What follows belongs to an exercise in optimizing a design on an open flow for a short achievable clock period and few clock cycles per item; a production flow would make more cautious choices. In this exercise RTL edits were held to simulation tests only and were not proved equivalent to the original. No activity file was given, so power comes from the tool's default toggle rates.

[design/flow/run.sh]
#!/bin/bash
# synth_recipe.tcl (not shown) runs the flow's synth.tcl, then flattens the netlist and writes it again
# the make line also repeats each setting of config.mk as NAME=value (left out here)
make -C /OpenROAD-flow-scripts/flow DESIGN_CONFIG=/design/flow/config.mk WORK_HOME=/design/flow/orfs CLKGATE_MAP_FILE= SYNTH_SCRIPT=/design/flow/synth_recipe.tcl finish
[design/flow/design.v]
module bcs (
    input  wire       clk,
    input  wire       rst,           
    input  wire       we,
    input  wire [4:0] addr,
    input  wire [7:0] wdata,
    output wire [7:0] rdata,
    input  wire       push_valid,
    input  wire [7:0] push_data,
    output wire       push_ready,
    output wire       pop_valid,
    output wire [7:0] pop_data,
    input  wire       pop_ready
);
    localparam [2:0] PH_IDLE     = 3'd0,
                     PH_LEN_LO   = 3'd1,
                     PH_LEN_HI   = 3'd2,
                     PH_FLAG     = 3'd3,
                     PH_PAYLOAD  = 3'd4,
                     PH_CHECKSUM = 3'd5;
    localparam [1:0] ERR_NONE     = 2'd0,
                     ERR_ILLEGAL  = 2'd1,
                     ERR_BUSY     = 2'd2,
                     ERR_OVERFLOW = 2'd3;
    reg        ovfchk;
    reg [7:0]  flag;
    reg [7:0]  namelen;
    reg [7:0]  htype;
    reg [31:0] plen;
    reg [15:0] hdlen;
    reg [15:0] hparam1;
    reg [15:0] hparam2;
    reg [7:0]  name [0:9];
    reg        plen_b3_nz;   
    reg        plen_b2_nz;   
    reg        plen_b1_ff;   
    reg        plen_b0_fe;   
    reg [1:0]  errcode;
    reg [7:0]  chk;
    reg [15:0] blen;
    reg [2:0]  phase;
    reg        op_enc;       
    reg        op_hblk;      
    reg [31:0] remain;       
    reg [4:0]  idx;          
    reg [7:0]  w_flag;
    reg [7:0]  hrec [0:16];
    reg [7:0]  outbuf;
    reg        outvld;
    reg        done;
    wire busy    = (phase != PH_IDLE) || outvld;
    wire in_pay  = (phase == PH_PAYLOAD) && op_enc;
    wire inrdy   = in_pay && !outvld;
    wire [7:0] status = {phase, outvld, inrdy, (errcode != ERR_NONE), done, busy};
    wire adv = !outvld || pop_ready;
    assign push_ready = in_pay && adv;
    assign pop_valid  = outvld;
    assign pop_data   = outbuf;
    reg [7:0] packed_hdr [0:16];
    integer k;
    always @(*) begin
        packed_hdr[0] = htype;
        for (k = 0; k < 10; k = k + 1)
            packed_hdr[1 + k] = (k < namelen) ? name[k] : 8'h20;
        packed_hdr[11] = hdlen[7:0];
        packed_hdr[12] = hdlen[15:8];
        packed_hdr[13] = hparam1[7:0];
        packed_hdr[14] = hparam1[15:8];
        packed_hdr[15] = hparam2[7:0];
        packed_hdr[16] = hparam2[15:8];
    end
    wire [7:0] rd_src [0:31];
    assign rd_src[5'h00] = 8'h00;
    assign rd_src[5'h01] = status;
    assign rd_src[5'h02] = {6'b0, errcode};
    assign rd_src[5'h03] = {7'b0, ovfchk};
    assign rd_src[5'h04] = flag;
    assign rd_src[5'h05] = namelen;
    assign rd_src[5'h06] = htype;
    assign rd_src[5'h07] = 8'h00;
    assign rd_src[5'h08] = plen[7:0];
    assign rd_src[5'h09] = plen[15:8];
    assign rd_src[5'h0A] = plen[23:16];
    assign rd_src[5'h0B] = plen[31:24];
    assign rd_src[5'h0C] = hdlen[7:0];
    assign rd_src[5'h0D] = hdlen[15:8];
    assign rd_src[5'h0E] = hparam1[7:0];
    assign rd_src[5'h0F] = hparam1[15:8];
    assign rd_src[5'h10] = hparam2[7:0];
    assign rd_src[5'h11] = hparam2[15:8];
    assign rd_src[5'h12] = name[0];
    assign rd_src[5'h13] = name[1];
    assign rd_src[5'h14] = name[2];
    assign rd_src[5'h15] = name[3];
    assign rd_src[5'h16] = name[4];
    assign rd_src[5'h17] = name[5];
    assign rd_src[5'h18] = name[6];
    assign rd_src[5'h19] = name[7];
    assign rd_src[5'h1A] = name[8];
    assign rd_src[5'h1B] = name[9];
    assign rd_src[5'h1C] = chk;
    assign rd_src[5'h1D] = blen[7:0];
    assign rd_src[5'h1E] = blen[15:8];
    assign rd_src[5'h1F] = 8'h00;
    wire [7:0] grp_sel;                  
    bcs_dec3 u_grp_dec (.a(addr[4:2]), .y(grp_sel));
    genvar b, h;
    generate
        for (b = 0; b < 8; b = b + 1) begin : g_rd
            wire [3:0] lo_sel;           
            wire [7:0] grp_n;            
            bcs_dec2 u_lo_dec (.a(addr[1:0]), .y(lo_sel));
            for (h = 0; h < 8; h = h + 1) begin : g_grp
                wire m01_n, m23_n, m_any;
                bcs_ao22i u_m01 (.a1(lo_sel[0]), .a2(rd_src[4*h+0][b]),
                                 .b1(lo_sel[1]), .b2(rd_src[4*h+1][b]), .y(m01_n));
                bcs_ao22i u_m23 (.a1(lo_sel[2]), .a2(rd_src[4*h+2][b]),
                                 .b1(lo_sel[3]), .b2(rd_src[4*h+3][b]), .y(m23_n));
                bcs_nand2 u_any (.a(m01_n), .b(m23_n), .y(m_any));
                bcs_nand2 u_grp (.a(m_any), .b(grp_sel[h]), .y(grp_n[h]));
            end
            wire lo_n, hi_n;
            bcs_and4  u_lo (.a(grp_n[0]), .b(grp_n[1]), .c(grp_n[2]), .d(grp_n[3]), .y(lo_n));
            bcs_and4  u_hi (.a(grp_n[4]), .b(grp_n[5]), .c(grp_n[6]), .d(grp_n[7]), .y(hi_n));
            bcs_nand2 u_out (.a(lo_n), .b(hi_n), .y(rdata[b]));
        end
    endgenerate
    wire cmd_wr      = we && (addr == 5'h00);
    wire cmd_legal   = (wdata[7:4] == 4'h0) && (wdata[3:0] <= 4'h4);
    wire plen_ovf    = ovfchk && (plen_b3_nz || plen_b2_nz || (plen_b1_ff && plen_b0_fe));
    wire [15:0] plen_plus2 = plen[15:0] + 16'd2;
    always @(posedge clk) begin
        if (rst) begin
            ovfchk  <= 1'b0;
            flag    <= 8'h00;
            namelen <= 8'd5;
            htype   <= 8'h00;
            plen    <= 32'h0;
            hdlen   <= 16'h0;
            hparam1 <= 16'h0;
            hparam2 <= 16'h0;
            name[0] <= 8'h48;    
            name[1] <= 8'h45;    
            name[2] <= 8'h4C;    
            name[3] <= 8'h4C;    
            name[4] <= 8'h4F;    
            name[5] <= 8'h00;
            name[6] <= 8'h00;
            name[7] <= 8'h00;
            name[8] <= 8'h00;
            name[9] <= 8'h00;
            plen_b3_nz <= 1'b0;
            plen_b2_nz <= 1'b0;
            plen_b1_ff <= 1'b0;
            plen_b0_fe <= 1'b0;
        end else if (we) begin
            case (addr)
                5'h03: ovfchk        <= wdata[0];
                5'h04: flag          <= wdata;
                5'h05: namelen       <= wdata;
                5'h06: htype         <= wdata;
                5'h08: begin
                    plen[7:0]   <= wdata;
                    plen_b0_fe  <= (wdata[7:1] == 7'h7F);
                end
                5'h09: begin
                    plen[15:8]  <= wdata;
                    plen_b1_ff  <= (wdata == 8'hFF);
                end
                5'h0A: begin
                    plen[23:16] <= wdata;
                    plen_b2_nz  <= (wdata != 8'h00);
                end
                5'h0B: begin
                    plen[31:24] <= wdata;
                    plen_b3_nz  <= (wdata != 8'h00);
                end
                5'h0C: hdlen[7:0]    <= wdata;
                5'h0D: hdlen[15:8]   <= wdata;
                5'h0E: hparam1[7:0]  <= wdata;
                5'h0F: hparam1[15:8] <= wdata;
                5'h10: hparam2[7:0]  <= wdata;
                5'h11: hparam2[15:8] <= wdata;
                5'h12: name[0] <= wdata;
                5'h13: name[1] <= wdata;
                5'h14: name[2] <= wdata;
                5'h15: name[3] <= wdata;
                5'h16: name[4] <= wdata;
                5'h17: name[5] <= wdata;
                5'h18: name[6] <= wdata;
                5'h19: name[7] <= wdata;
                5'h1A: name[8] <= wdata;
                5'h1B: name[9] <= wdata;
                default: ;
            endcase
        end
    end
    always @(posedge clk) begin
        if (rst) begin
            errcode <= ERR_NONE;
            chk     <= 8'h00;
            blen    <= 16'h0;
            phase   <= PH_IDLE;
            op_enc  <= 1'b0;
            op_hblk <= 1'b0;
            remain  <= 32'h0;
            idx     <= 5'd0;
            w_flag  <= 8'h00;
            for (k = 0; k < 17; k = k + 1)
                hrec[k] <= 8'h00;
            outbuf  <= 8'h00;
            outvld  <= 1'b0;
            done    <= 1'b0;
        end else begin
            if (!busy) begin
                for (k = 0; k < 17; k = k + 1)
                    hrec[k] <= packed_hdr[k];
                remain <= plen;
                w_flag <= flag;
            end
            if (adv) begin
                outvld <= 1'b0;
                case (phase)
                    PH_LEN_HI: begin
                        outbuf <= blen[15:8];
                        outvld <= 1'b1;
                        phase  <= PH_FLAG;
                    end
                    PH_FLAG: begin
                        outbuf <= op_enc ? w_flag : 8'h00;
                        outvld <= 1'b1;
                        chk    <= op_enc ? w_flag : 8'h00;
                        if (op_enc && remain == 32'h0)
                            phase <= PH_CHECKSUM;
                        else
                            phase <= PH_PAYLOAD;
                    end
                    PH_PAYLOAD: begin
                        if (op_enc) begin
                            if (push_valid) begin
                                outbuf <= push_data;
                                outvld <= 1'b1;
                                chk    <= chk ^ push_data;
                                remain <= remain - 32'd1;
                                if (remain == 32'd1)
                                    phase <= PH_CHECKSUM;
                            end
                        end else begin
                            outbuf <= hrec[idx];
                            outvld <= 1'b1;
                            chk    <= chk ^ hrec[idx];
                            idx    <= idx + 5'd1;
                            if (idx == 5'd16) begin
                                if (op_hblk) begin
                                    phase <= PH_CHECKSUM;
                                end else begin
                                    phase <= PH_IDLE;
                                    done  <= 1'b1;
                                end
                            end
                        end
                    end
                    PH_CHECKSUM: begin
                        outbuf <= chk;
                        outvld <= 1'b1;
                        phase  <= PH_IDLE;
                        done   <= 1'b1;
                    end
                    default: ;
                endcase
            end
            if (cmd_wr) begin
                if (busy) begin
                    errcode <= ERR_BUSY;
                end else if (!cmd_legal) begin
                    errcode <= ERR_ILLEGAL;
                end else begin
                    case (wdata[2:0])
                        3'd1: begin  
                            if (plen_ovf) begin
                                errcode <= ERR_OVERFLOW;
                            end else begin
                                op_enc  <= 1'b1;
                                op_hblk <= 1'b0;
                                blen    <= plen_plus2;
                                chk     <= 8'h00;
                                done    <= 1'b0;
                                outbuf  <= plen_plus2[7:0];
                                outvld  <= 1'b1;
                                phase   <= PH_LEN_HI;
                            end
                        end
                        3'd2: begin  
                            op_enc  <= 1'b0;
                            op_hblk <= 1'b0;
                            idx     <= 5'd1;
                            chk     <= packed_hdr[0];
                            done    <= 1'b0;
                            outbuf  <= packed_hdr[0];
                            outvld  <= 1'b1;
                            phase   <= PH_PAYLOAD;
                        end
                        3'd3: begin  
                            op_enc  <= 1'b0;
                            op_hblk <= 1'b1;
                            idx     <= 5'd0;
                            blen    <= 16'd19;
                            chk     <= 8'h00;
                            done    <= 1'b0;
                            outbuf  <= 8'h13;
                            outvld  <= 1'b1;
                            phase   <= PH_LEN_HI;
                        end
                        3'd4: begin  
                            errcode <= ERR_NONE;
                            done    <= 1'b0;
                        end
                        default: ;  
                    endcase
                end
            end
        end
    end
endmodule
module bcs_dec2 (input wire [1:0] a, output wire [3:0] y);
    assign y[0] = ~a[1] & ~a[0];
    assign y[1] = ~a[1] &  a[0];
    assign y[2] =  a[1] & ~a[0];
    assign y[3] =  a[1] &  a[0];
endmodule
module bcs_dec3 (input wire [2:0] a, output wire [7:0] y);
    assign y[0] = ~a[2] & ~a[1] & ~a[0];
    assign y[1] = ~a[2] & ~a[1] &  a[0];
    assign y[2] = ~a[2] &  a[1] & ~a[0];
    assign y[3] = ~a[2] &  a[1] &  a[0];
    assign y[4] =  a[2] & ~a[1] & ~a[0];
    assign y[5] =  a[2] & ~a[1] &  a[0];
    assign y[6] =  a[2] &  a[1] & ~a[0];
    assign y[7] =  a[2] &  a[1] &  a[0];
endmodule
module bcs_ao22i (input wire a1, input wire a2, input wire b1, input wire b2,
                  output wire y);
    assign y = ~((a1 & a2) | (b1 & b2));
endmodule
module bcs_nand2 (input wire a, input wire b, output wire y);
    assign y = ~(a & b);
endmodule
module bcs_and4 (input wire a, input wire b, input wire c, input wire d,
                 output wire y);
    assign y = a & b & c & d;
endmodule
[design/flow/constraint.sdc]
create_clock -name core_clock -period 6.0 [get_ports {clk}]
set_input_delay 1.2000 -clock core_clock [delete_from_list [all_inputs] [get_ports {clk}]]
set_output_delay 1.2000 -clock core_clock [all_outputs]
set_load 0.01 [all_outputs]
[design/flow/config.mk]
export PLATFORM = sky130hd
export DESIGN_NAME = bcs
export DESIGN_NICKNAME = bcs
export VERILOG_FILES = /design/flow/design.v
export SDC_FILE = /design/flow/constraint.sdc
export NUM_CORES = 4
export LEC_CHECK = 0
export CAP_MARGIN = 60
export CORE_MARGIN = 2
export CORE_UTILIZATION = 40
export PLACE_DENSITY = 0.6
export SETUP_SLACK_MARGIN = 3.2
export SLEW_MARGIN = 80
export SYNTH_HIERARCHICAL = 1
==> summary.txt, run 1 <==
Status
  • Status: timing/DRC/antenna clean

Synth
  • Distinct cells, synth: 80
  • Post-Syn Area: 20500 um2
  • Fraction of registers with async set/reset: 0%
  • Seq/Total Area, Yosys: 40.2%
  • Area leader, netlist: dfxtp_1
  • Post-Syn Instances: between 2000 and 2500
  • EDFF count, synth: 0
  • Share of the synthesized area in the top cell type: 40.2%
  • Flop and latch count out of synthesis: 411
  • Most used DFF post-synth: dfxtp_1
  • Synth area leaders: dfxtp_1 40%, a22oi_2 7.9%, nand2_1 7.5%
  • Syn avg cell area: 8.35 um2
  • Yosys warnings: 13

Drt
  • Vias per Instance: 6.18
  • Drt pass-1 iters: 6
  • Initial DRC Count: 2801
  • Routed Antenna Nets: 0
  • Drt wl/cell: roughly 26 um
  • WL final: ~90000 um
  • Vias: 21484
  • DR DRC count: 0

Clock tree
  • Num CTS Buffers: 46
  • CTS tree: done
  • CTS Buffer Depth: 3
  • CTS Sinks: a little over 400
  • Clock slew at reported path FFs: 0.06 ns
  • CTS root buf: clkbuf_16
  • CTS Hold Bufs: 0
  • Worst-Skew Late Latency: between 0.5 and 0.6 ns
  • H-Tree Level Count: 2

Floorplanning
  • # IOs: 44
  • Die X: around 230 um
  • Die area: 53000 um2
  • Initial Utilization: roughly two fifths
  • Die height: 230 um
  • Core Region: 50300 um2
  • Cell Rows: between 80 and 90

Final layout
  • # fillers: around 4400
  • Area Growth Syn to Fin: 38.0%
  • Most frequent cells in the layout: 377 x nand2_1, 355 x dfxtp_1, 286 x nor2_1
  • Register area: 8330 um2
  • Ratio of cells with drive above 1 in the final layout: 31.5%
  • Diodes inserted: 0
  • Layout Nets: 2804
  • Post-layout util: approximately 56%
  • Area of the multi-input gates: 13200 um2
  • Most common cell after layout, fill and taps aside: nand2_1

Setup path
  • FF-to-FF path depth: 19
  • Slowest CP cell: and2b_4
  • CP Max Fanout: 8
  • Critical Path RT: 4.80 ns
  • Arrival time at the worst endpoint: 2.63 ns
  • Crit. End Element: output port
  • Largest stage delay on the critical path: about 0.22 ns
  • CP cell instances: buf_16 -> buf_12 -> buf_12 -> and2b_4 -> a22oi_2 -> nand2_1 -> nand2_1 -> and4_1 -> nand2_2 -> buf_6
  • Crit start category: input pin
  • RR Startpoint: idx[0]$_SDFF_PP0_
  • Critical path type: input pin to output port
  • Critical R2R Capture: chk[2]$_SDFF_PP0_
  • Flop2flop setup slack: about 2.8 ns

GRT
  • Total GRT Usage: about a third
  • Largest net degree at the start of global routing: 58
  • Antenna violations before repair: 0
  • First-pass GRT wire length: 134000 um
  • Grt ovf: 0
  • Vias in the first global route: 20088

Placed design
  • IO buf count: 43
  • GPL Wtd Cong: 0.999
  • Place WS: 1.35 ns
  • Post-DP HPWL: 63400 um

Power and ir drop
  • Pwr Density: 221 nW/um2
  • Comb pwr share: 9.1%
  • Switch Pwr: 0.00158 W
  • Leakage: 10.6 nW
  • Flop pwr share: 44.6%
  • Internal Power: about 0.0046 W
  • Switching part of the total: between 20% and 30%
  • Clock network fraction of total power: 46.3%
  • Maximum VDD drop: 223 uV

STA
  • Worst Clk Skew: 0.0160 ns
  • Final Worst Setup Slack: between 2 and 2.5 ns
  • RSZ-0062 raised after global routing: true
  • Fin. Hold Viols: 0
  • Fmax: approximately 260 MHz
  • Final setup fails: 0
  • Tmin final: 3.83 ns
  • Slew Limit Fails: 0
  • Crit share post-route: about 64%
  • Setup TNS: 0 ns

Worst hold path
  • Hold Path Class: flop to flop
  • Hold endpoint: hrec[8][4]$_SDFFE_PP0P_
  • Hold Startpoint: hrec[8][4]$_SDFFE_PP0P_
  • Hold Path Depth: 2

Job
  • Total of max-cap violations: 0
-- power groups by stage --
stage,clock network (W),registers [W],logic (W)
after floorplan,0,0.00283,0.000235
after global placement,0,0.00284,0.000367
after detailed placement,0,0.00284,0.000457
after CTS,0.00289,0.00278,0.000535
after global routing,0.00300,0.00278,0.000587
final,0.00288,0.00278,0.000568
-- registers in the layout, summed over array words and instances, names as in the netlist, 16 cells and up --
signal and count:
hparam2 16, name 80, hparam1 16, hrec 136, blen 16, remain 32
plen 32, hdlen 16
-- per-layer routing --
metal | vias to the layer above | GRT usage, % | routed length [um]
met2 | 1334 | 49.7 | 39300
met4 | 0 | 15.2 | 4670
met3 | 279 | 6.77 | 10400
met5 | - | 0 | 0
li1 | 9417 | - | -
met1 | 10454 | 46.9 | 37200
-- how the worst max path moves through the flow --
stage / startpoint / endpoint / slack [ns] / cells past startpoint
4_1_cts: addr[1] / rdata[3] / 2.24 / 10
3_3_place_gp: addr[4] / rdata[7] / 1.04 / 6
6_report: addr[0] / rdata[4] / 2.17 / 10
5_1_grt: addr[3] / rdata[2] / 2.15 / 8
3_5_place_dp: wdata[4] / chk[2]$_SDFF_PP0_ / 1.35 / 14
2_1_floorplan: wdata[6] / chk[7]$_SDFF_PP0_ / 2.78 / 9
-- Yosys cell counts, types with 29 or more instances --
library cell	number
nand2_1	409
inv_1	30
a22oi_1	105
nand3_1	83
mux2i_1	127
nor2b_1	42
nor3_1	29
a21oi_1	196
o21ai_0	52
dfxtp_1	411
nor2_1	317
clkbuf_1	135
a22oi_2	129
-- worst max-delay path: cells and delay by family --
| family | cells | cell delay [ns] |
|---|---|---|
| and+or+nand+nor | 5 | 0.72 |
| buffers and inverters | 4 | 0.54 |
| AOI/OAI and AO/OA | 1 | 0.16 |
-- Yosys stat by module (local to each module, per instance) --
module     copies in the design  cells inside  cell area (um2)  flip-flops and latches
bcs_nand2                   136             1             3.75                       0
bcs_dec2                      8             4             26.3                       0
bcs_dec3                      1             8             65.1                       0
bcs_and4                     16             1             8.76                       0
bcs                           1          2130            17900                     411
bcs_ao22i                   128             1             12.5                       0
-- through the flow --
stage | hold slack [ns] | cells | power, W | area [um2]
CTS | 0.454 | 3444 | 0.00620 | 27500
global placement | 0.439 | 3077 | 0.00321 | 21700
detailed placement | 0.448 | 3221 | 0.00330 | 24200
finish | 0.452 | 3476 | 0.00622 | 28200
global route | 0.466 | 3476 | 0.00636 | 28200
floorplan | 0.429 | 2486 | 0.00306 | 20800
-- area by class of cell --
| type | count | area share, % |
|---|---|---|
| clock buffers | 65 | 4.65 |
| clock inverters | 18 | 0.709 |
| inverters | 31 | 0.550 |
| multi-input cells | 1878 | 46.7 |
| flip-flops and latches | 411 | 29.5 |
| well taps | 672 | 2.98 |
| repair buffers | 401 | 14.9 |
-- cells by family after synthesis --
family                   share of synthesized area (%)
AND/OR/NAND/NOR                                   22.7
buffers and inverters                             3.81
other                                           0.0183
XOR/XNOR                                         0.728
AO/OA/AOI/OAI                                     24.4
flip-flops                                        40.2
adder cells (fa/ha/maj)                          0.551
multiplexers                                      7.65
-- what timing repair did --
| item | 4_1_cts | 5_1_grt |
|---|---|---|
| gates resized for setup | 258 | 90 |
| pin swaps | 137 | 71 |
| setup buffers | 133 | 26 |
| setup endpoints to repair | 57 | 44 |
| cloned | 7 | 0 |
Testbench counts, summed over its fixed seeds: cycles 47,101, bytes 46,188.
==> inputs of run 2 (changes only) <==
==> design/flow/flow/run.sh (new file) <==
#!/bin/bash
# The standard layout, with the read-path pins placed together (flow/io.tcl,
# run just before IO placement). Each tool's output goes to ORFS's own logs
# under orfs/logs; standard.sh's output goes to standard.log here.
set -euo pipefail
here=$(pwd)
echo "export PRE_IO_PLACEMENT_TCL = $here/flow/io.tcl" >> "$FLOW_CONFIG"
bash standard.sh > standard.log 2>&1
==> design/flow/flow/io.tcl (new file) <==
# Before IO placement: keep the register window's address inputs and read
# data outputs together in the middle of the left edge, so the read path
# (addr to rdata, through the read mux) stays short.
set die [ord::get_die_area]
set h [expr {[lindex $die 3] - [lindex $die 1]}]
set lo [expr {int([lindex $die 1] + 0.42 * $h)}]
set hi [expr {int([lindex $die 1] + 0.58 * $h)}]
set rd_pins {}
foreach p {addr[4] addr[3] addr[2] addr[1] addr[0]
           rdata[0] rdata[1] rdata[2] rdata[3] rdata[4] rdata[5] rdata[6] rdata[7]} {
  lappend rd_pins [get_ports $p]
}
set_io_pin_constraint -pin_names $rd_pins -region left:$lo-$hi
==> design/flow/standard.sh (new file) <==
#!/bin/bash
# synth_recipe.tcl (not shown) runs the flow's synth.tcl, then flattens the netlist and writes it again
# the make line also repeats each setting of config.mk as NAME=value (left out here)
make -C /OpenROAD-flow-scripts/flow DESIGN_CONFIG=/design/flow/config.mk WORK_HOME=/design/flow/orfs CLKGATE_MAP_FILE= SYNTH_SCRIPT=/design/flow/synth_recipe.tcl "${@:-finish}"
==> design/flow/config.mk (replaced) <==
export PLATFORM = sky130hd
export DESIGN_NAME = bcs
export DESIGN_NICKNAME = bcs
export VERILOG_FILES = /design/flow/design.v
export SDC_FILE = /design/flow/constraint.sdc
export NUM_CORES = 4
export LEC_CHECK = 0
export CAP_MARGIN = 20
export CORE_MARGIN = 2
export CORE_UTILIZATION = 40
export PLACE_DENSITY = 0.6
export SETUP_SLACK_MARGIN = 3.2
export SLEW_MARGIN = 20
export SYNTH_HIERARCHICAL = 1
export PRE_IO_PLACEMENT_TCL = /design/flow/flow/io.tcl
removed: design/flow/run.sh
==> run 2 against run 1 <==
  * Total power is 0.88% lower
  * Clock power hardly changed
  * Cell count is 6.4% lower
  * Core utilization is 6.2 points lower
  * Area after synthesis stayed put
  * Cell area is 11% lower
  * Sequential power hardly changed
  * Die area stayed put
  * Fmax is 1.8% higher
  * Via count is 5.3% lower
  * Critical endpoint is now rdata[2]
==> summary.txt, run 2 <==
Drt
  • DR DRC count: 0 (unchanged)
  • Initial DRC Count: 2833 (+1.1%)
  • Vias: 20339 (-5.3%)
  • Drt pass-1 iters: 6 (unchanged)
  • Drt wl/cell: 27.3 um (+3.6%)
  • WL final: 88800 um (-3.0%)
  • Routed Antenna Nets: 0 (unchanged)
  • Vias per Instance: 6.25 (+1.1%)

Power and ir drop
  • Switch Pwr: 0.00153 W (-3.0%)
  • Leakage: 9.06 nW (-14%)
  • Switching part of the total: 24.8% (-0.55 points)
  • Pwr Density: 246 nW/um2 (+11%)
  • Clock network fraction of total power: 47.0% (+0.7 points)
  • Internal Power: 0.00464 W (-0.15%)
  • Comb pwr share: 7.9% (-1.2 points)
  • Maximum VDD drop: 216 uV (-2.8%)
  • Flop pwr share: 45.1% (+0.5 points)

Synth
  • Yosys warnings: 13 (unchanged)
  • Syn avg cell area: 8.35 um2 (unchanged)
  • Synth area leaders: dfxtp_1 40%, a22oi_2 7.9%, nand2_1 7.5%
  • Post-Syn Instances: 2450 (unchanged)
  • Fraction of registers with async set/reset: 0% (unchanged)
  • Most frequent cells after synthesis: 411 x dfxtp_1, 409 x nand2_1, 317 x nor2_1
  • Seq/Total Area, Yosys: 40.2% (unchanged)
  • Most used DFF post-synth: dfxtp_1
  • Distinct cells, synth: 80 (unchanged)
  • EDFF count, synth: 0 (unchanged)
  • Count leader, synth: dfxtp_1
  • Share of the synthesized area in the top cell type: 40.2% (unchanged)
  • Flop and latch count out of synthesis: 411 (unchanged)
  • Area leader, netlist: dfxtp_1
  • Post-Syn Area: 20500 um2 (unchanged)

Final layout
  • Number of flip-flops under the largest register name: 136 (unchanged)
  • Area Growth Syn to Fin: 22.8%
  • Post-route cell area: 25100 um2 (-11%)
  • Diodes inserted: 0 (unchanged)
  • Fin cells: 3255 (-6.4%)
  • Most common cell after layout, fill and taps aside: dfxtp_1
  • Largest reg by FF count: hrec
  • Ratio of cells with drive above 1 in the final layout: 20.7% (-11 points)
  • Most frequent cells in the layout: 402 x dfxtp_1, 390 x nand2_1, 297 x nor2_1
  • Top Registers: hrec x136, name x80
  • Layout Nets: 2585 (-7.8%)

Floorplanning
  • Core Region: 50300 um2 (unchanged)
  • Cell Rows: 82 (unchanged)
  • Die X: 230 um (unchanged)
  • Initial Utilization: 40.7% (unchanged)
  • # IOs: 44 (unchanged)
  • Die area: 53000 um2 (unchanged)
  • Die height: 230 um (unchanged)

Placed design
  • Cells after DPL: 3071 (-4.7%)
  • IO buf count: 43 (unchanged)
  • Post-DP HPWL: 60700 um (-4.2%)
  • GPL Wtd Cong: 1.02 (+1.9%)
  • DP Area: 21700 um2 (-10%)

Setup path
  • Arrival time at the worst endpoint: 2.56 ns (-0.07 ns)
  • Crit start category: input pin
  • CP cell instances: buf_16 -> buf_12 -> and2b_4 -> a22oi_2 -> nand2_1 -> nand2_1 -> and4_4 -> nand2_2 -> buf_6
  • Crit. End Element: output port
  • Critical Path RT: 4.80 ns (about the same)
  • Slowest CP cell: a22oi_2
  • Largest stage delay on the critical path: 0.27 ns (+0.05 ns)
  • CP most frequent cell: nand2_1
  • Critical path type: input pin to output port
  • CP Max Fanout: 8 (unchanged)

STA
  • Worst Max-Slew Pin Slew: roughly 1.1 ns
  • Slew Limit Fails: 0 (unchanged)
  • Crit share post-route: 62.7% (-1.1 points)
  • RSZ-0062 raised after global routing: true
  • Worst Clk Skew: 0.0279 ns (+0.0119 ns)
  • Fmax: 266 MHz (+1.8%)
  • Hold Worst Slack: 0.454 ns (+0.00111 ns)
  • Setup TNS: 0 ns (unchanged)
  • Final setup fails: 0 (unchanged)
  • Worst rel slew slack: 27.3%
  • Fin. Hold Viols: 0 (unchanged)
  • Tmin final: 3.76 ns (-0.0684 ns)

Clock tree
  • CTS tree: done
  • CTS root buf: clkbuf_16
  • Worst-Skew Late Latency: 0.60 ns (about the same)
  • H-Tree Level Count: 2 (unchanged)
  • CTS Buffer Depth: 3 (unchanged)
  • Clock slew at reported path FFs: 0.06 ns (about the same)
  • Num CTS Buffers: 46 (unchanged)
  • CTS Sinks: 411 (unchanged)

GRT
  • First-pass GRT wire length: 128000 um (-4.5%)
  • Grt ovf: 0 (unchanged)
  • Vias in the first global route: 18449 (-8.2%)
  • Total GRT Usage: 32.5% (-1.1 points)
  • Largest net degree at the start of global routing: 188 (+220%)
  • Antenna violations before repair: 0 (unchanged)

Job
  • Total of max-cap violations: 0 (unchanged)

Status
  • Status: timing/DRC/antenna clean

Worst hold path
  • Hold Path Class: flop to flop
run 2: cell count changes in the layout (fill, tap and decap cells not counted), moves of 14 or more:
cell / change
buf_6: -74
dfxtp_2: -41
buf_4: -36
buf_2: -49
buf_16: -14
buf_8: -18
buf_1: -16
dfxtp_1: +47
run 2: layer usage:
layer | part of all wire [%] | track usage, % | up-vias
li1 | - | - | 9005
met1 | 42 | 46.5 | 9850
met2 | 42 | 47.3 | 1286
met3 | 12 | 7.48 | 198
met4 | 3.9 | 12.3 | 0
met5 | 0 | 0 | -
run 2: worst paths after layout:
kind              slack (ns)                      end               startpoint  depth (start not counted)
setup / recovery        2.24                 rdata[2]                  addr[0]                          9
hold reg to reg         0.45  hrec[8][4]$_SDFFE_PP0P_  hrec[8][4]$_SDFFE_PP0P_                          2
setup reg to reg        3.16     outbuf[1]$_SDFF_PP0_        idx[0]$_SDFF_PP0_                          9
hold / removal          0.45  hrec[8][4]$_SDFFE_PP0P_  hrec[8][4]$_SDFFE_PP0P_                          2
run 2: logic make-up (layout without fill, tap and decap cells):
group	count (synthesis)	in the layout	share of synthesized area [%]
and+or+nand+nor	1023	1024	22.7
xor gates and xnor gates	17	17	0.728
DFF	411	411	40.2
adders and majority gates	9	9	0.551
AOI/OAI and AO/OA	644	644	24.4
other	1	37	0.0183
muxes	148	148	7.65
buffers and inverters	197	293	3.81
run 2: layout make-up:
cell class                 instances  area [um2]
inverter                          31         134
fill                            4777       25200
timing repair buffer             181        2040
clock inverter                    13         220
tap                              672         841
clock buffer                      68        1290
sequential                       411        8250
multi-input combinational       1879       12300
run 2: power by group through the flow:
stage	logic [W]	registers, W	clock network (W)
floorplan	0.000235	0.00283	0
global placement	0.000375	0.00284	0
detailed placement	0.000378	0.00284	0
CTS	0.000466	0.00278	0.00292
global route	0.000505	0.00278	0.00303
finish	0.000488	0.00278	0.00290
run 2: metrics by stage:
stage	util [%]	total power, W	worst slack [ns]
after floorplan	-	0.00306	2.78
after global placement	43.1	0.00322	1.15
after detailed placement	43.1	0.00322	1.16
after CTS	49.3	0.00616	2.25
after global routing	50.0	0.00631	2.20
final	50.0	0.00617	2.24
run 2: what timing repair did:
item,CTS,global route
cloned,9,0
hold buffers,0,0
resized for setup,241,52
endpoints found under the setup margin,217,121
buffers inserted,74,19
pin swaps,95,51
hold endpoints to repair,0,0
run 2: worst max-delay path, delay by kind of cell:
kind                   cells  cell delay (ns)
and+or+nand+nor            5             0.71
AOI/OAI and AO/OA          1             0.27
buffers and inverters      3             0.38
run 2: per-module statistics from Yosys, one instance, submodules excluded:
module     cells  flip-flops and latches
bcs_and4       1                       0
bcs_dec3       8                       0
bcs         2130                     411
bcs_dec2       4                       0
bcs_nand2      1                       0
bcs_ao22i      1                       0
==> inputs of run 3 (changes only) <==
==> design/flow/flow/io.tcl (replaced) <==
# Before IO placement: keep the register window's pins (addr, we, wdata,
# rdata) together in the middle of the left edge, so the configuration
# registers and the read mux sit close to them and the read path (addr to
# rdata) stays short.
set die [ord::get_die_area]
set h [expr {[lindex $die 3] - [lindex $die 1]}]
set lo [expr {int([lindex $die 1] + 0.30 * $h)}]
set hi [expr {int([lindex $die 1] + 0.70 * $h)}]
set win_pins {}
foreach p {addr[4] addr[3] addr[2] addr[1] addr[0] we
           wdata[0] wdata[1] wdata[2] wdata[3] wdata[4] wdata[5] wdata[6] wdata[7]
           rdata[0] rdata[1] rdata[2] rdata[3] rdata[4] rdata[5] rdata[6] rdata[7]} {
  lappend win_pins [get_ports $p]
}
set_io_pin_constraint -pin_names $win_pins -region left:$lo-$hi
==> run 3 against run 2 <==
  * Worst setup slack better by 0.058 ns
  * Critical path type unchanged
  * Sequential cell count unchanged
  * Cell area is 1.4% higher
  * Clock power is 2% lower
  * Worst hold slack better by 0.00080 ns
  * Fmax rose by 1.6%
  * Highest routed layer is now met5
  * Total power decreased by 1.0%
  * Synthesized cell count unchanged
==> summary.txt, run 3 <==
Status
  • Status: timing/DRC/antenna clean

Final layout
  • Top Registers: hrec x136, name x80
  • Number of flip-flops under the largest register name: 136 (unchanged)
  • Ratio of cells with drive above 1 in the final layout: 21.5% (+0.78 points)
  • Most common cell after layout, fill and taps aside: dfxtp_1
  • Layout Nets: 2608 (+0.89%)
  • Post-route cell area: 25500 um2 (+1.4%)
  • # fillers: 4804 (+0.57%)
  • Area Growth Syn to Fin: 24.5%
  • Most frequent cells in the layout: 401 x dfxtp_1, 396 x nand2_1, 296 x nor2_1
  • Post-layout util: 50.6% (+0.68 points)
  • Fin cells: 3278 (+0.71%)
  • Diodes inserted: 0 (unchanged)
  • Largest reg by FF count: hrec

GRT
  • Largest net degree at the start of global routing: 143 (-24%)
  • Vias in the first global route: 18493 (+0.24%)
  • First-pass GRT wire length: 130000 um (+0.98%)
  • Total GRT Usage: 32.9% (+0.40 points)
  • Antenna violations before repair: 3 (+3)
  • Grt ovf: 0 (unchanged)

Placed design
  • Cells after DPL: 3077 (+0.20%)
  • Post-DP HPWL: 61400 um (+1.1%)
  • DP Area: 21700 um2 (+0.17%)
  • Place WS: 1.13 ns (-0.0341 ns)
  • IO buf count: 43 (unchanged)
  • GPL Wtd Cong: 0.975 (-4.2%)

Worst hold path
  • Hold Startpoint: hrec[8][5]$_SDFFE_PP0P_
  • Hold Path Depth: 2 (unchanged)
  • Hold endpoint: hrec[8][5]$_SDFFE_PP0P_
  • Hold Path Class: flop to flop

Synth
  • Compound-Gate Fraction of Synth Area: 24.4% (unchanged)
  • Synth area leaders: dfxtp_1 40%, a22oi_2 7.9%, nand2_1 7.5%
  • EDFF count, synth: 0 (unchanged)
  • Seq/Total Area, Yosys: 40.2% (unchanged)
  • Largest family of logic cells by synthesized area: compound AO/OA/AOI/OAI gates
  • Distinct cells, synth: 80 (unchanged)
  • Syn avg cell area: 8.35 um2 (unchanged)
  • Adder-Cell Fraction of Synth Area: 0.551% (unchanged)
  • Post-Syn Instances: 2450 (unchanged)
  • Count leader, synth: dfxtp_1
  • Flop and latch count out of synthesis: 411 (unchanged)
  • Most frequent cells after synthesis: 411 x dfxtp_1, 409 x nand2_1, 317 x nor2_1
  • Share of synthesized cell area in and, or, nand and nor gates: 22.7% (unchanged)
  • Most used DFF post-synth: dfxtp_1
  • Fraction of registers with async set/reset: 0% (unchanged)
  • Post-synthesis mux area share: 7.65% (unchanged)
  • Post-Synth XOR/XNOR Area: 0.728% (unchanged)
  • Area leader, netlist: dfxtp_1
  • Post-Syn Area: 20500 um2 (unchanged)
  • Share of the synthesized area in the top cell type: 40.2% (unchanged)
  • Yosys warnings: 13 (unchanged)

Setup path
  • RR Startpoint: idx[2]$_SDFF_PP0_
  • Worst Setup SP: addr[0]
  • Critical Path RT: 4.80 ns (about the same)
  • Flop2flop setup slack: 3.16 ns (about the same)
  • Slowest CP cell: a22oi_2
  • Largest delay share family, worst path: simple AND/OR/NAND/NOR gates
  • FF-to-FF path depth: 8 (-1)
  • Largest stage delay on the critical path: 0.31 ns (+0.04 ns)
  • Arrival time at the worst endpoint: 2.51 ns (-0.05 ns)
  • CP Max Fanout: 8 (unchanged)
  • CP cell instances: buf_16 -> and2b_4 -> a22oi_2 -> nand2_1 -> nand2_1 -> and4_1 -> nand2_2 -> buf_6
  • Critical path type: input pin to output port
  • CP most frequent cell: nand2_1
  • Crit. End Element: output port
  • Buf/Inv on CP: 2 (-1)
  • Crit start category: input pin
  • Critical R2R Capture: chk[3]$_SDFF_PP0_

Power and ir drop
  • Maximum VDD drop: 227 uV (+5.0%)
  • Leakage: 9.23 nW (+1.8%)
  • Pwr Density: 240 nW/um2 (-2.4%)

Job
  • Total of max-cap violations: 0 (unchanged)

STA
  • Fin. Hold Viols: 0 (unchanged)
  • Fmax: 270 MHz (+1.6%)
  • Worst rel slew slack: 12.3% (-15 points)
  • Slew Limit Fails: 0 (unchanged)
  • RSZ-0062 raised after global routing: true
  • Worst Clk Skew: 0.0262 ns (-0.00174 ns)
  • Final Worst Setup Slack: 2.29 ns (+0.0584 ns)
  • Crit share post-route: 61.8% (-0.97 points)
  • Tmin final: 3.71 ns (-0.0584 ns)
  • Worst Max-Slew Pin Slew: 1.32 ns (+0.225 ns)
  • Setup TNS: 0 ns (unchanged)
  • Final setup fails: 0 (unchanged)

Drt
  • Routed Antenna Nets: 0 (unchanged)
  • Initial DRC Count: 2984 (+5.3%)
  • Vias per Instance: 6.26 (+0.12%)
  • Vias: 20507 (+0.83%)
  • DR DRC count: 0 (unchanged)
  • WL final: 91100 um (+2.6%)
  • Drt wl/cell: 27.8 um (+1.9%)
  • Drt pass-1 iters: 6 (unchanged)

Floorplanning
  • Core Region: 50300 um2 (unchanged)
  • Die height: 230 um (unchanged)
  • Initial Utilization: 40.7% (unchanged)
  • # IOs: 44 (unchanged)
  • Die area: 53000 um2 (unchanged)
  • Die X: 230 um (unchanged)
  • Cell Rows: 82 (unchanged)

Clock tree
  • H-Tree Level Count: 2 (unchanged)
  • Num CTS Buffers: 45 (-2.2%)
  • CTS Buffer Depth: 3 (unchanged)
  • CTS root buf: clkbuf_16
  • Clock slew at reported path FFs: 0.06 ns (about the same)
  • CTS tree: done
  • Worst-Skew Late Latency: 0.60 ns (about the same)
  • CTS Sinks: 411 (unchanged)
==> run 3: cell counts after synthesis <==
Identical to the previous run, type by type.
==> run 3: worst max path at each step <==
stage,endpoint,cells after the start
floorplan,chk[7]$_SDFF_PP0_,9
global placement,rdata[0],9
detailed placement,rdata[2],6
CTS,rdata[1],8
global route,rdata[1],8
finish,rdata[1],8
==> run 3: kinds of logic after synthesis <==
family	count (synthesis)
mux	148
compound gates	644
other cells	1
xor+xnor	17
buf+inv	197
flops	411
fa+ha+maj	9
simple gates	1023
==> run 3: power by group <==
group	switching [W]	leakage, nW	internal (W)
clock network	0.00120	0.740	0.00163
logic	0.000311	5.16	0.000183
registers	0.0000288	3.33	0.00275
total	0.00154	9.23	0.00457
==> run 3: timing repair <==
action,CTS,global route
cloned,12,4
setup buffers,64,41
resized for setup,221,86
hold buffers,0,0
pin swaps,118,54
endpoints found under the setup margin,287,112
==> run 3: final cells by class <==
cell class                 count  area (um2)  share of cell area, %
timing repair buffer         201        2270                   8.91
sequential                   411        8250                   32.4
timing repair inverter         2        17.5                 0.0688
inverter                      31         155                  0.609
clock buffer                  65        1330                   5.23
multi-input combinational   1881       12400                   48.8
tap                          672         841                   3.30
clock inverter                15         158                  0.619
==> run 3: layer usage <==
layer / vias up / track usage (%) / share of wire (%)
met4: 2 / 13.3 / 4.5
met2: 1267 / 49.0 / 43
met5: - / 0 / 0.059
met1: 9993 / 45.7 / 41
met3: 212 / 7.74 / 12
li1: 9033 / - / -
==> run 3: modules after synthesis (local to each module, per instance) <==
module     cells inside  area, um2
bcs_and4              1       8.76
bcs                2130      17900
bcs_dec3              8       65.1
bcs_dec2              4       26.3
bcs_nand2             1       3.75
bcs_ao22i             1       12.5
==> run 3: through the flow <==
step	hold slack, ns	total power [W]
after floorplan	0.429	0.00306
after global placement	0.438	0.00321
after detailed placement	0.446	0.00321
after CTS	0.453	0.00609
after global routing	0.468	0.00625
final	0.454	0.00611
==> run 3: tightest hold or removal path, delay by kind of cell, from the launching register on <==
family / cells / cell delay (ns)
and+or+nand+nor: 1 / 0.05
DFF: 1 / 0.31
AOI/OAI and AO/OA: 1 / 0.05
==> inputs of run 4 (changes only) <==
--- a/design/flow/config.mk
+++ b/design/flow/config.mk
@@ -8,7 +8,7 @@
 export CAP_MARGIN = 20
 export CORE_MARGIN = 2
 export CORE_UTILIZATION = 40
-export PLACE_DENSITY = 0.6
+export PLACE_DENSITY = 0.8
 export SETUP_SLACK_MARGIN = 3.2
 export SLEW_MARGIN = 20
 export SYNTH_HIERARCHICAL = 1
==> run 4 against run 3 <==
  * Combinational power increased by 4%
  * Sequential power barely moved
  * Critical endpoint is now rdata[4]
  * Core utilization down 0.60 points
  * Count of clock-buffer cells in the layout fell by 5
  * Clock skew up 0.0097 ns
  * Largest cell class unchanged
  * Critical path depth up 2
==> summary.txt, run 4 <==
Status
  • Status: timing/DRC/antenna clean

Clock tree
  • Worst-Skew Late Latency: 0.57 ns (-0.03 ns)
  • Num CTS Buffers: 42 (-6.7%)
  • CTS tree: done
  • CTS Hold Bufs: 0 (unchanged)
  • CTS Buffer Depth: 3 (unchanged)
  • Clock slew at reported path FFs: 0.06 ns (about the same)
  • CTS Sinks: 411 (unchanged)
  • CTS root buf: clkbuf_16
  • H-Tree Level Count: 2 (unchanged)

STA
  • Worst Max-Slew Pin Slew: 1.14 ns (-0.178 ns)
  • Worst rel slew slack: 24.2% (+12 points)
  • Final Worst Setup Slack: 2.27 ns (-0.0248 ns)
  • Tmin final: 3.73 ns (+0.0248 ns)
  • Worst Clk Skew: 0.0358 ns (+0.00967 ns)
  • Final setup fails: 0 (unchanged)
  • RSZ-0062 raised after global routing: true
  • Fin. Hold Viols: 0 (unchanged)
  • Fmax: 268 MHz (-0.67%)
  • Crit share post-route: 62.2% (+0.41 points)
  • Slew Limit Fails: 0 (unchanged)
  • Setup TNS: 0 ns (unchanged)

Floorplanning
  • Initial Utilization: 40.7% (unchanged)
  • Cell Rows: 82 (unchanged)
  • # IOs: 44 (unchanged)
  • Die area: 53000 um2 (unchanged)
  • Core Region: 50300 um2 (unchanged)
  • Die X: 230 um (unchanged)
  • Die height: 230 um (unchanged)

Job
  • Total of max-cap violations: 0 (unchanged)

Drt
  • Vias: 21378 (+4.2%)
  • Vias per Instance: 6.59 (+5.3%)
  • Routed Antenna Nets: 0 (unchanged)
  • Drt pass-1 iters: 8 (+2)
  • WL final: 85400 um (-6.2%)
  • DR DRC count: 0 (unchanged)
  • Initial DRC Count: 3718 (+25%)
  • Drt wl/cell: 26.3 um (-5.3%)

Placed design
  • Place WS: 1.19 ns (+0.0595 ns)
  • Post-DP HPWL: 53000 um (-14%)
  • IO buf count: 43 (unchanged)
  • GPL Wtd Cong: 1.04 (+7.1%)

Power and ir drop
  • Leakage: 9.07 nW (-1.8%)
  • Pwr Density: 241 nW/um2 (+0.60%)
  • Maximum VDD drop: 234 uV (+3.0%)

GRT
  • First-pass GRT wire length: 126000 um (-3.0%)
  • Total GRT Usage: 30.9% (-2.0 points)
  • Largest net degree at the start of global routing: 242 (+69%)
  • Vias in the first global route: 19876 (+7.5%)
  • Antenna violations before repair: 1 (-2)
  • Grt ovf: 0 (unchanged)

Final layout
  • Register area: 8240 um2 (-0.11%)
  • Largest reg by FF count: hrec
  • Area Growth Syn to Fin: 23.0%
  • Area of the multi-input gates: 12400 um2 (-0.24%)
  • Number of flip-flops under the largest register name: 136 (unchanged)
  • Layout Nets: 2578 (-1.2%)
  • Most common cell after layout, fill and taps aside: dfxtp_1
  • # fillers: 4417 (-8.1%)
  • Top Registers: hrec x136, name x80
  • Ratio of cells with drive above 1 in the final layout: 20.3% (-1.1 points)
  • Most frequent cells in the layout: 404 x dfxtp_1, 396 x nand2_1, 299 x nor2_1

Setup path
  • Crit. End Element: output port
  • Crit start category: input pin
  • CP Max Fanout: 7 (-1)
  • FF-to-FF path depth: 9 (+1)
  • Arrival time at the worst endpoint: 2.53 ns (+0.02 ns)
  • Critical Path RT: 4.80 ns (about the same)
  • Critical path type: input pin to output port

Synth
  • Synth area leaders: dfxtp_1 40%, a22oi_2 7.9%, nand2_1 7.5%
  • Most used DFF post-synth: dfxtp_1
  • Distinct cells, synth: 80 (unchanged)
  • Most frequent cells after synthesis: 411 x dfxtp_1, 409 x nand2_1, 317 x nor2_1
  • Fraction of registers with async set/reset: 0% (unchanged)
  • Seq/Total Area, Yosys: 40.2% (unchanged)
  • Area leader, netlist: dfxtp_1
  • Share of the synthesized area in the top cell type: 40.2% (unchanged)
  • Yosys warnings: 13 (unchanged)
  • Count leader, synth: dfxtp_1
  • Syn avg cell area: 8.35 um2 (unchanged)
  • Post-Syn Area: 20500 um2 (unchanged)
  • EDFF count, synth: 0 (unchanged)
  • Post-Syn Instances: 2450 (unchanged)
  • Flop and latch count out of synthesis: 411 (unchanged)

Worst hold path
  • Hold Path Class: flop to flop
  • Hold Path Depth: 2 (unchanged)
==> run 4: worst max-delay path, stage by stage <==
cell	delay, ns
buf_16	0.12
buf_4	0.13
nor2b_4	0.15
buf_12	0.17
a22oi_2	0.10
nand2_1	0.16
nand2_1	0.06
and4_1	0.20
nand2_2	0.11
buf_6	0.11
==> run 4: final timing paths <==
| kind | from | to | slack (ns) |
|---|---|---|---|
| hold / removal | hrec[8][1]$_SDFFE_PP0P_ | hrec[8][1]$_SDFFE_PP0P_ | 0.45 |
| hold reg to reg | hrec[8][1]$_SDFFE_PP0P_ | hrec[8][1]$_SDFFE_PP0P_ | 0.45 |
| setup reg to reg | idx[1]$_SDFF_PP0_ | chk[2]$_SDFF_PP0_ | 3.15 |
| setup / recovery | addr[0] | rdata[4] | 2.27 |
==> run 4: routing by layer <==
layer	share of wire (%)	GRT usage (%)	up-vias
met5	0.067	1.01	-
met4	9.1	20.9	4
li1	-	-	8960
met3	16	11.2	583
met2	41	44.7	1902
met1	34	38.2	9929
==> run 4: kinds of logic after synthesis <==
| kind of cell | after synthesis | synth area share, % |
|---|---|---|
| simple gates | 1023 | 22.7 |
| compound gates | 644 | 24.4 |
| flops | 411 | 40.2 |
| buf+inv | 197 | 3.81 |
| mux | 148 | 7.65 |
| xor+xnor | 17 | 0.728 |
| fa+ha+maj | 9 | 0.551 |
| other cells | 1 | 0.0183 |
==> run 4: what timing repair did <==
item / in CTS / in global routing
endpoints found under the setup margin: 321 / 276
setup buffers: 69 / 22
resized for setup: 240 / 69
pin swaps: 103 / 61
cloned: 13 / 1
==> run 4: area by class of cell <==
class,instances,area share (%)
clock buffers,60,4.72
flip-flops and latches,411,32.8
multi-input cells,1881,49.3
diodes,1,0.00995
inverters,31,0.522
repair buffers,176,8.32
well taps,672,3.34
clock inverters,14,1.00
==> run 4: where the power goes <==
part           switching, W  total (W)  leakage (nW)  internal (W)
Sequential        0.0000298    0.00278          3.32       0.00275
Clock               0.00113    0.00278         0.703       0.00165
Combinational      0.000324   0.000513          5.04      0.000189
Total               0.00148    0.00607          9.07       0.00459
==> run 4: per-stage QoR <==
| stage | utilization [%] | instances | hold WS [ns] | cell area, um2 | power, W |
|---|---|---|---|---|---|
| 6_report | 50.0 | 3246 | 0.453 | 25200 | 0.00607 |
| 5_1_grt | 50.0 | 3245 | 0.472 | 25200 | 0.00619 |
| 4_1_cts | 49.1 | 3222 | 0.452 | 24700 | 0.00601 |
| 3_5_place_dp | 43.1 | 3066 | 0.444 | 21600 | 0.00320 |
| 3_3_place_gp | 43.1 | 3066 | 0.439 | 21600 | 0.00319 |
| 2_1_floorplan | - | 2486 | 0.429 | 20800 | 0.00306 |
==> run 4: modules after synthesis (local to each module, per instance) <==
module     copies in the design  flip-flops and latches
bcs_nand2                   136                       0
bcs_ao22i                   128                       0
bcs_dec3                      1                       0
bcs_and4                     16                       0
bcs                           1                     411
bcs_dec2                      8                       0
==> inputs of run 5 (changes only) <==
--- a/design/flow/config.mk
+++ b/design/flow/config.mk
@@ -8,8 +8,9 @@
 export CAP_MARGIN = 20
 export CORE_MARGIN = 2
 export CORE_UTILIZATION = 40
-export PLACE_DENSITY = 0.8
+export PLACE_DENSITY = 0.6
 export SETUP_SLACK_MARGIN = 3.2
 export SLEW_MARGIN = 20
 export SYNTH_HIERARCHICAL = 1
+export TNS_END_PERCENT = 5
 export PRE_IO_PLACEMENT_TCL = /design/flow/flow/io.tcl
==> run 5 against run 4 <==
  * Clock skew shrank 0.0090 ns
  * Highest routed layer is now met4
  * Sequential share of layout area rose by 0.27 points
  * Global-route usage rose by 2.6 points
  * Largest power group is now clock
  * Register-to-register slack worse by 0.43 ns
  * Worst hold slack lost 0.00074 ns
  * Count of clock-buffer cells in the layout rose by 1
  * Critical path depth shrank 1
  * Worst setup slack got worse by 0.0089 ns
==> summary.txt, run 5 <==
Power and ir drop
  • Leakage: 9.06 nW (about the same)
  • Pwr Density: 249 nW/um2 (+3.3%)
  • Maximum VDD drop: 210 uV (-10%)

Setup path
  • CP cell instances: buf_16 -> and2b_4 -> buf_4 -> a22oi_2 -> nand2_1 -> nand2_1 -> and4_1 -> nand2_1 -> buf_2
  • Critical path type: input pin to output port
  • CP most frequent cell: nand2_1
  • CP Max Fanout: 7 (unchanged)
  • RR Startpoint: idx[0]$_SDFF_PP0_
  • Flop2flop setup slack: 2.72 ns (-0.43 ns)
  • Arrival time at the worst endpoint: 2.54 ns (about the same)
  • Crit. End Element: output port
  • Crit start category: input pin
  • Critical Path RT: 4.80 ns (about the same)
  • Critical R2R Capture: chk[3]$_SDFF_PP0_
  • Largest delay share family, worst path: simple AND/OR/NAND/NOR gates
  • Buf/Inv on CP: 3 (-1)
  • FF-to-FF path depth: 10 (+1)
  • Critical path depth in cells: 9 (-1)
  • Slowest CP cell: a22oi_2
  • Largest stage delay on the critical path: 0.26 ns (+0.06 ns)

GRT
  • Antenna violations before repair: 0 (-1)
  • Largest net degree at the start of global routing: 197 (-19%)
  • Vias in the first global route: 18558 (-6.6%)
  • First-pass GRT wire length: 131000 um (+4.6%)
  • Grt ovf: 0 (unchanged)
  • Total GRT Usage: 33.6% (+2.6 points)

Placed design
  • Post-DP HPWL: 62000 um (+17%)
  • IO buf count: 43 (unchanged)
  • GPL Wtd Cong: 0.986 (-5.6%)

Final layout
  • Top Registers: hrec x136, name x80
  • Most common cell after layout, fill and taps aside: dfxtp_1
  • Largest reg by FF count: hrec
  • Layout Nets: 2590 (+0.47%)
  • Area Growth Syn to Fin: 21.9%
  • Diodes inserted: 0 (-1)
  • Ratio of cells with drive above 1 in the final layout: 19.9% (-0.45 points)
  • Number of flip-flops under the largest register name: 136 (unchanged)
  • Most frequent cells in the layout: 407 x dfxtp_1, 388 x nand2_1, 301 x nor2_1

Drt
  • Vias: 20501 (-4.1%)
  • Initial DRC Count: 3100 (-17%)
  • WL final: 91300 um (+6.9%)
  • Drt wl/cell: 28.0 um (+6.3%)
  • DR DRC count: 0 (unchanged)
  • Drt pass-1 iters: 6 (-2)
  • Routed Antenna Nets: 0 (unchanged)
  • Vias per Instance: 6.28 (-4.6%)

STA
  • Worst Max-Slew Pin Slew: 1.24 ns (+0.105 ns)
  • Setup TNS: 0 ns (unchanged)
  • Hold Worst Slack: 0.452 ns (-0.000743 ns)
  • RSZ-0062 raised after global routing: true
  • Fmax: 267 MHz (-0.24%)
  • Slew Limit Fails: 0 (unchanged)
  • Final setup fails: 0 (unchanged)
  • Crit share post-route: 62.3% (+0.15 points)
  • Worst rel slew slack: 17.2% (-7.0 points)
  • Tmin final: 3.74 ns (+0.00886 ns)
  • Worst Clk Skew: 0.0268 ns (-0.00903 ns)
  • Fin. Hold Viols: 0 (unchanged)

Clock tree
  • CTS Sinks: 411 (unchanged)
  • CTS root buf: clkbuf_16
  • CTS Hold Bufs: 0 (unchanged)
  • Worst-Skew Late Latency: 0.61 ns (+0.04 ns)
  • H-Tree Level Count: 2 (unchanged)
  • CTS Buffer Depth: 3 (unchanged)
  • Clock slew at reported path FFs: 0.06 ns (about the same)
  • CTS tree: done
  • Num CTS Buffers: 46 (+9.5%)

Floorplanning
  • Die area: 53000 um2 (unchanged)
  • Die height: 230 um (unchanged)
  • Initial Utilization: 40.7% (unchanged)
  • # IOs: 44 (unchanged)
  • Cell Rows: 82 (unchanged)
  • Die X: 230 um (unchanged)
  • Core Region: 50300 um2 (unchanged)

Synth
  • Fraction of registers with async set/reset: 0% (unchanged)
  • Flop and latch count out of synthesis: 411 (unchanged)
  • Seq/Total Area, Yosys: 40.2% (unchanged)
  • EDFF count, synth: 0 (unchanged)
  • Yosys warnings: 13 (unchanged)
  • Most used DFF post-synth: dfxtp_1
  • Distinct cells, synth: 80 (unchanged)
  • Syn avg cell area: 8.35 um2 (unchanged)
  • Post-Syn Area: 20500 um2 (unchanged)
  • Count leader, synth: dfxtp_1
  • Area leader, netlist: dfxtp_1
  • Share of the synthesized area in the top cell type: 40.2% (unchanged)
  • Post-Syn Instances: 2450 (unchanged)
  • Synth area leaders: dfxtp_1 40%, a22oi_2 7.9%, nand2_1 7.5%
  • Most frequent cells after synthesis: 411 x dfxtp_1, 409 x nand2_1, 317 x nor2_1

Worst hold path
  • Hold Path Depth: 2 (unchanged)
  • Hold endpoint: hrec[8][4]$_SDFFE_PP0P_
  • Hold Startpoint: hrec[8][4]$_SDFFE_PP0P_
  • Hold Path Class: flop to flop

Status
  • Status: timing/DRC/antenna clean

Job
  • Total of max-cap violations: 0 (unchanged)
==> run 5: changes by cell type in the layout (fill, tap and decap cells not counted), moves of 5 or more <==
cell and delta:
clkinvlp_4 +5, nand2_1 -8, clkbuf_16 +5, and4_1 -6, and4_4 +6, buf_6 -10, nand2_2 +6, buf_4 +18
o21ai_0 +6
==> run 5: tightest hold or removal path, delay by kind of cell (launching register included) <==
family             cells  cell delay [ns]
AOI/OAI and AO/OA      1             0.05
DFF                    1             0.31
and+or+nand+nor        1             0.05
==> run 5: kinds of logic after synthesis <==
kind of cell,count (synthesis),share of synthesized area (%)
compound gates,644,24.4
mux,148,7.65
simple gates,1023,22.7
xor+xnor,17,0.728
buf+inv,197,3.81
other cells,1,0.0183
fa+ha+maj,9,0.551
flops,411,40.2
==> run 5: cell type report <==
| cell class | count | area [um2] |
|---|---|---|
| clock buffer | 61 | 1300 |
| clock inverter | 23 | 248 |
| fill | 4767 | 25300 |
| inverter | 31 | 126 |
| multi-input combinational | 1880 | 12100 |
| sequential | 411 | 8240 |
| tap | 672 | 841 |
| timing repair buffer | 185 | 2070 |
==> run 5: how the worst max path moves through the flow <==
stage                     startpoint           endpoint  slack (ns)
after floorplan             wdata[3]  chk[7]$_SDFF_PP0_        2.77
after global placement       addr[4]           rdata[1]        1.16
final                        addr[1]           rdata[3]        2.26
after global routing         addr[1]           rdata[3]        2.21
after detailed placement     addr[4]           rdata[1]        1.14
after CTS                    addr[1]           rdata[2]        2.33
==> run 5: Yosys stat by module, one instance, submodules excluded <==
module / cells / flip-flops and latches / copies in the design / cell area [um2]
bcs_nand2: 1 / 0 / 136 / 3.75
bcs_ao22i: 1 / 0 / 128 / 12.5
bcs_dec3: 8 / 0 / 1 / 65.1
bcs: 2130 / 411 / 1 / 17900
bcs_dec2: 4 / 0 / 8 / 26.3
bcs_and4: 1 / 0 / 16 / 8.76
==> run 5: report_power, final <==
part	internal [W]	switching [W]	leakage (nW)
Sequential	0.00275	0.0000296	3.32
Combinational	0.000184	0.000314	4.99
Clock	0.00167	0.00126	0.747
==> run 5: stage by stage <==
stage          util (%)  power, W  setup slack [ns]  cell area (um2)  cells
6_report           49.6   0.00621              2.26            24900   3263
5_1_grt            49.6   0.00634              2.21            24900   3263
4_1_cts            49.0   0.00618              2.33            24600   3243
3_5_place_dp       43.2   0.00322              1.14            21700   3082
3_3_place_gp       43.2   0.00321              1.16            21700   3082
2_1_floorplan         -   0.00306              2.77            20700   2486
==> run 5: per-layer routing <==
layer	vias to the layer above	global-route usage (%)	part of all wire, %
met5	-	0	0
met4	0	12.4	3.8
met3	172	6.97	11
met2	1253	49.1	42
met1	10074	48.3	43
li1	9002	-	-
==> run 5: repair_timing <==
| action | in CTS | in global routing |
|---|---|---|
| gates resized for setup | 205 | 36 |
| buffers inserted | 67 | 18 |
| pin swaps | 87 | 56 |
| cloned | 10 | 2 |
| setup endpoints to repair | 264 | 190 |
==> inputs of run 6 (changes only) <==
--- a/design/flow/design.v
+++ b/design/flow/design.v
@@ -69,35 +69,22 @@
         packed_hdr[15] = hparam2[7:0];
         packed_hdr[16] = hparam2[15:8];
     end
+    reg        rd_ovfchk_n;
+    reg  [7:0] rd_cfg_n [4:27];
+    genvar ra;
     wire [7:0] rd_src [0:31];
     assign rd_src[5'h00] = 8'h00;
     assign rd_src[5'h01] = status;
     assign rd_src[5'h02] = {6'b0, errcode};
-    assign rd_src[5'h03] = {7'b0, ovfchk};
-    assign rd_src[5'h04] = flag;
-    assign rd_src[5'h05] = namelen;
-    assign rd_src[5'h06] = htype;
+    assign rd_src[5'h03] = {7'b0, ~rd_ovfchk_n};
     assign rd_src[5'h07] = 8'h00;
-    assign rd_src[5'h08] = plen[7:0];
-    assign rd_src[5'h09] = plen[15:8];
-    assign rd_src[5'h0A] = plen[23:16];
-    assign rd_src[5'h0B] = plen[31:24];
-    assign rd_src[5'h0C] = hdlen[7:0];
-    assign rd_src[5'h0D] = hdlen[15:8];
-    assign rd_src[5'h0E] = hparam1[7:0];
-    assign rd_src[5'h0F] = hparam1[15:8];
-    assign rd_src[5'h10] = hparam2[7:0];
-    assign rd_src[5'h11] = hparam2[15:8];
-    assign rd_src[5'h12] = name[0];
-    assign rd_src[5'h13] = name[1];
-    assign rd_src[5'h14] = name[2];
-    assign rd_src[5'h15] = name[3];
-    assign rd_src[5'h16] = name[4];
-    assign rd_src[5'h17] = name[5];
-    assign rd_src[5'h18] = name[6];
-    assign rd_src[5'h19] = name[7];
-    assign rd_src[5'h1A] = name[8];
-    assign rd_src[5'h1B] = name[9];
+    generate
+        for (ra = 5'h04; ra <= 5'h1B; ra = ra + 1) begin : g_rd_cfg
+            if (ra != 5'h07) begin : g_src
+                assign rd_src[ra] = ~rd_cfg_n[ra];
+            end
+        end
+    endgenerate
     assign rd_src[5'h1C] = chk;
     assign rd_src[5'h1D] = blen[7:0];
     assign rd_src[5'h1E] = blen[15:8];
@@ -196,6 +183,25 @@
         end
     end
     always @(posedge clk) begin
+        if (rst) begin
+            rd_ovfchk_n  <= 1'b1;
+            for (k = 4; k < 28; k = k + 1)
+                rd_cfg_n[k] <= 8'hFF;
+            rd_cfg_n[5]  <= ~8'd5;
+            rd_cfg_n[18] <= ~8'h48;    
+            rd_cfg_n[19] <= ~8'h45;    
+            rd_cfg_n[20] <= ~8'h4C;    
+            rd_cfg_n[21] <= ~8'h4C;    
+            rd_cfg_n[22] <= ~8'h4F;    
+        end else if (we) begin
+            if (addr == 5'h03)
+                rd_ovfchk_n <= ~wdata[0];
+            for (k = 4; k < 28; k = k + 1)
+                if (k != 7 && addr == k[4:0])
+                    rd_cfg_n[k] <= ~wdata;
+        end
+    end
+    always @(posedge clk) begin
         if (rst) begin
             errcode <= ERR_NONE;
             chk     <= 8'h00;
--- a/design/flow/config.mk
+++ b/design/flow/config.mk
@@ -12,5 +12,4 @@
 export SETUP_SLACK_MARGIN = 3.2
 export SLEW_MARGIN = 20
 export SYNTH_HIERARCHICAL = 1
-export TNS_END_PERCENT = 5
 export PRE_IO_PLACEMENT_TCL = /design/flow/flow/io.tcl
==> run 6 against run 5 <==
  * Via count up 26%
  * Wire length grew 17%
  * Count of clock-buffer cells in the layout is 38 higher
  * First-iteration DRC count rose by 3.4%
  * Clock power rose by 39%
  * Critical endpoint is now rdata[1]
  * Register-to-register slack gained 0.48 ns
  * Fmax grew 1.4%
==> summary.txt, run 6 <==
Clock tree
  • CTS Sinks: 596 (+45%)
  • Worst-Skew Late Latency: 0.61 ns (about the same)
  • Num CTS Buffers: 68 (+48%)
  • Clock slew at reported path FFs: 0.06 ns (about the same)

Power and ir drop
  • Leakage: 12.9 nW (+42%)
  • Power Total: 0.00859 W (+38%)

STA
  • Fmax: 271 MHz (+1.4%)
  • Worst Clk Skew: 0.0153 ns (-0.0115 ns)
  • RSZ-0062 raised after global routing: true
  • Setup TNS: 0 ns (unchanged)
  • Crit share post-route: 61.4% (-0.88 points)
  • Slew Limit Fails: 0 (unchanged)
  • Fin. Hold Viols: 0 (unchanged)

Final layout
  • Register area: 11900 um2 (+45%)
  • Area of the multi-input gates: 14000 um2 (+16%)
  • Most frequent cells in the layout: 877 x nand2_1, 590 x dfxtp_1, 314 x a21oi_1
  • Post-layout util: 49.0% (-0.62 points)
  • Number of flip-flops under the largest register name: 184 (+35%)
  • Layout Nets: 3565 (+38%)
  • Ratio of cells with drive above 1 in the final layout: 16.6% (-3.3 points)
  • Post-route cell area: 32200 um2 (+29%)
  • # fillers: 6574 (+38%)

Synth
  • Most frequent cells after synthesis: 892 x nand2_1, 596 x dfxtp_1, 319 x a21oi_1
  • Fraction of registers with async set/reset: 0% (unchanged)
  • Count leader, synth: nand2_1
  • EDFF count, synth: 0 (unchanged)
  • Most used DFF post-synth: dfxtp_1
  • Post-Syn Area: 26700 um2 (+30%)
  • Synth area leaders: dfxtp_1 45%, nand2_1 13%, a22oi_2 6.0%
  • Seq/Total Area, Yosys: 44.7% (+4.5 points)

Placed design
  • Place WS: 1.15 ns (+0.00965 ns)
  • Post-DP HPWL: 73100 um (+18%)
  • DP Area: 28100 um2 (+29%)
  • IO buf count: 43 (unchanged)

Drt
  • WL final: 107000 um (+17%)
  • Initial DRC Count: 3204 (+3.4%)
  • DR DRC count: 0 (unchanged)

Floorplanning
  • Core Region: 65900 um2 (+31%)
  • # IOs: 44 (unchanged)
  • Die height: 262 um (+14%)

GRT
  • Grt ovf: 0 (unchanged)
  • Vias in the first global route: 23380 (+26%)
  • Total GRT Usage: 29.8% (-3.7 points)
  • Antenna violations before repair: 1 (+1)

Setup path
  • CP Max Fanout: 8 (+1)
  • Critical path type: input pin to output port
  • Arrival time at the worst endpoint: 2.49 ns (-0.05 ns)
  • Crit. End Element: output port

Status
  • Status: timing/DRC/antenna clean
[run 6: cell count changes in the layout (fill, tap and decap cells not counted), sizes merged, moves of 91 or more]
cell | previous run | this run
mux2i | 127 | 36
inv | 32 | 216
dfxtp | 411 | 596
nor2 | 319 | 204
o21ai | 52 | 201
a21oi | 196 | 319
nand2 | 409 | 892
[run 6: metal layers]
metal	up-vias	track usage [%]	wire (um)
met3	162	6.10	9850
met5	-	0	0
met1	12482	43.6	47900
li1	11950	-	-
met4	0	10.2	3490
met2	1178	43.4	45500
[run 6: layout make-up]
cell class	instances	area share [%]
clock buffer	99	6.24
clock inverter	19	0.431
inverter	212	2.57
multi-input combinational	2440	43.6
sequential	596	37.1
tap	864	3.35
timing repair buffer	210	6.73
timing repair inverter	2	0.0543
[run 6: modules after synthesis, one instance, submodules excluded]
module     flip-flops and latches  cell area (um2)
bcs                           596            24100
bcs_dec3                        0             65.1
bcs_dec2                        0             26.3
bcs_ao22i                       0             12.5
bcs_and4                        0             8.76
bcs_nand2                       0             3.75
[run 6: cell families after synthesis]
| logic type | Yosys count | synth area share (%) |
|---|---|---|
| other | 1 | 0.0141 |
| adders and majority gates | 9 | 0.422 |
| AOI/OAI and AO/OA | 941 | 24.2 |
| buffers and inverters | 420 | 5.92 |
| DFF | 596 | 44.7 |
| muxes | 39 | 1.48 |
| xor gates and xnor gates | 17 | 0.558 |
| and+or+nand+nor | 1396 | 22.7 |
[run 6: repair_timing]
| action | 4_1_cts | 5_1_grt |
|---|---|---|
| pin swaps | 94 | 72 |
| buffers inserted | 85 | 31 |
| endpoints found under the setup margin | 544 | 189 |
| gates cloned | 9 | 0 |
| resized for setup | 165 | 78 |
[run 6: critical path: stages]
cell and delay [ns]:
buf_16 0.13, buf_16 0.16, and2b_4 0.22, a22oi_2 0.15, nand2_1 0.08, nand2_1 0.06
and4_1 0.21, nand2_2 0.11, buf_6 0.14
[run 6: final timing paths]
path	start	endpoint	slack (ns)	cells after the start
worst max register to register	remain[4]$_SDFF_PP0_	remain[29]$_SDFF_PP0_	3.20	6
worst max-delay path	addr[0]	rdata[1]	2.31	9
worst min-delay path	name[0][3]$_SDFFE_PP1P_	name[0][3]$_SDFFE_PP1P_	0.44	2
worst min register to register	name[0][3]$_SDFFE_PP1P_	name[0][3]$_SDFFE_PP1P_	0.44	2
[run 6: stage by stage]
step           instances  hold WS (ns)
6_report            4442         0.441
2_1_floorplan       3455         0.422
4_1_cts             4411         0.444
3_5_place_dp        4199         0.434
3_3_place_gp        4199         0.433
5_1_grt             4442         0.463
[run 6: where the power goes]
group / switching (W) / internal, W / total (W)
clock: 0.00169 / 0.00237 / 0.00406
combinational: 0.000346 / 0.000171 / 0.000518
sequential: 0.0000206 / 0.00399 / 0.00401
Testbench counts of run 6, summed over its fixed seeds: cycles 47,101, bytes 46,188.

Re-timed with assumed drivers on the ports (clkbuf_16 on the clock, buf_2 on other inputs), run 6 has 2.140 ns of setup slack against 2.314 ns with ideal ports, and 2.140 ns once port delays also move by the mid clock arrival of 0.665 ns.
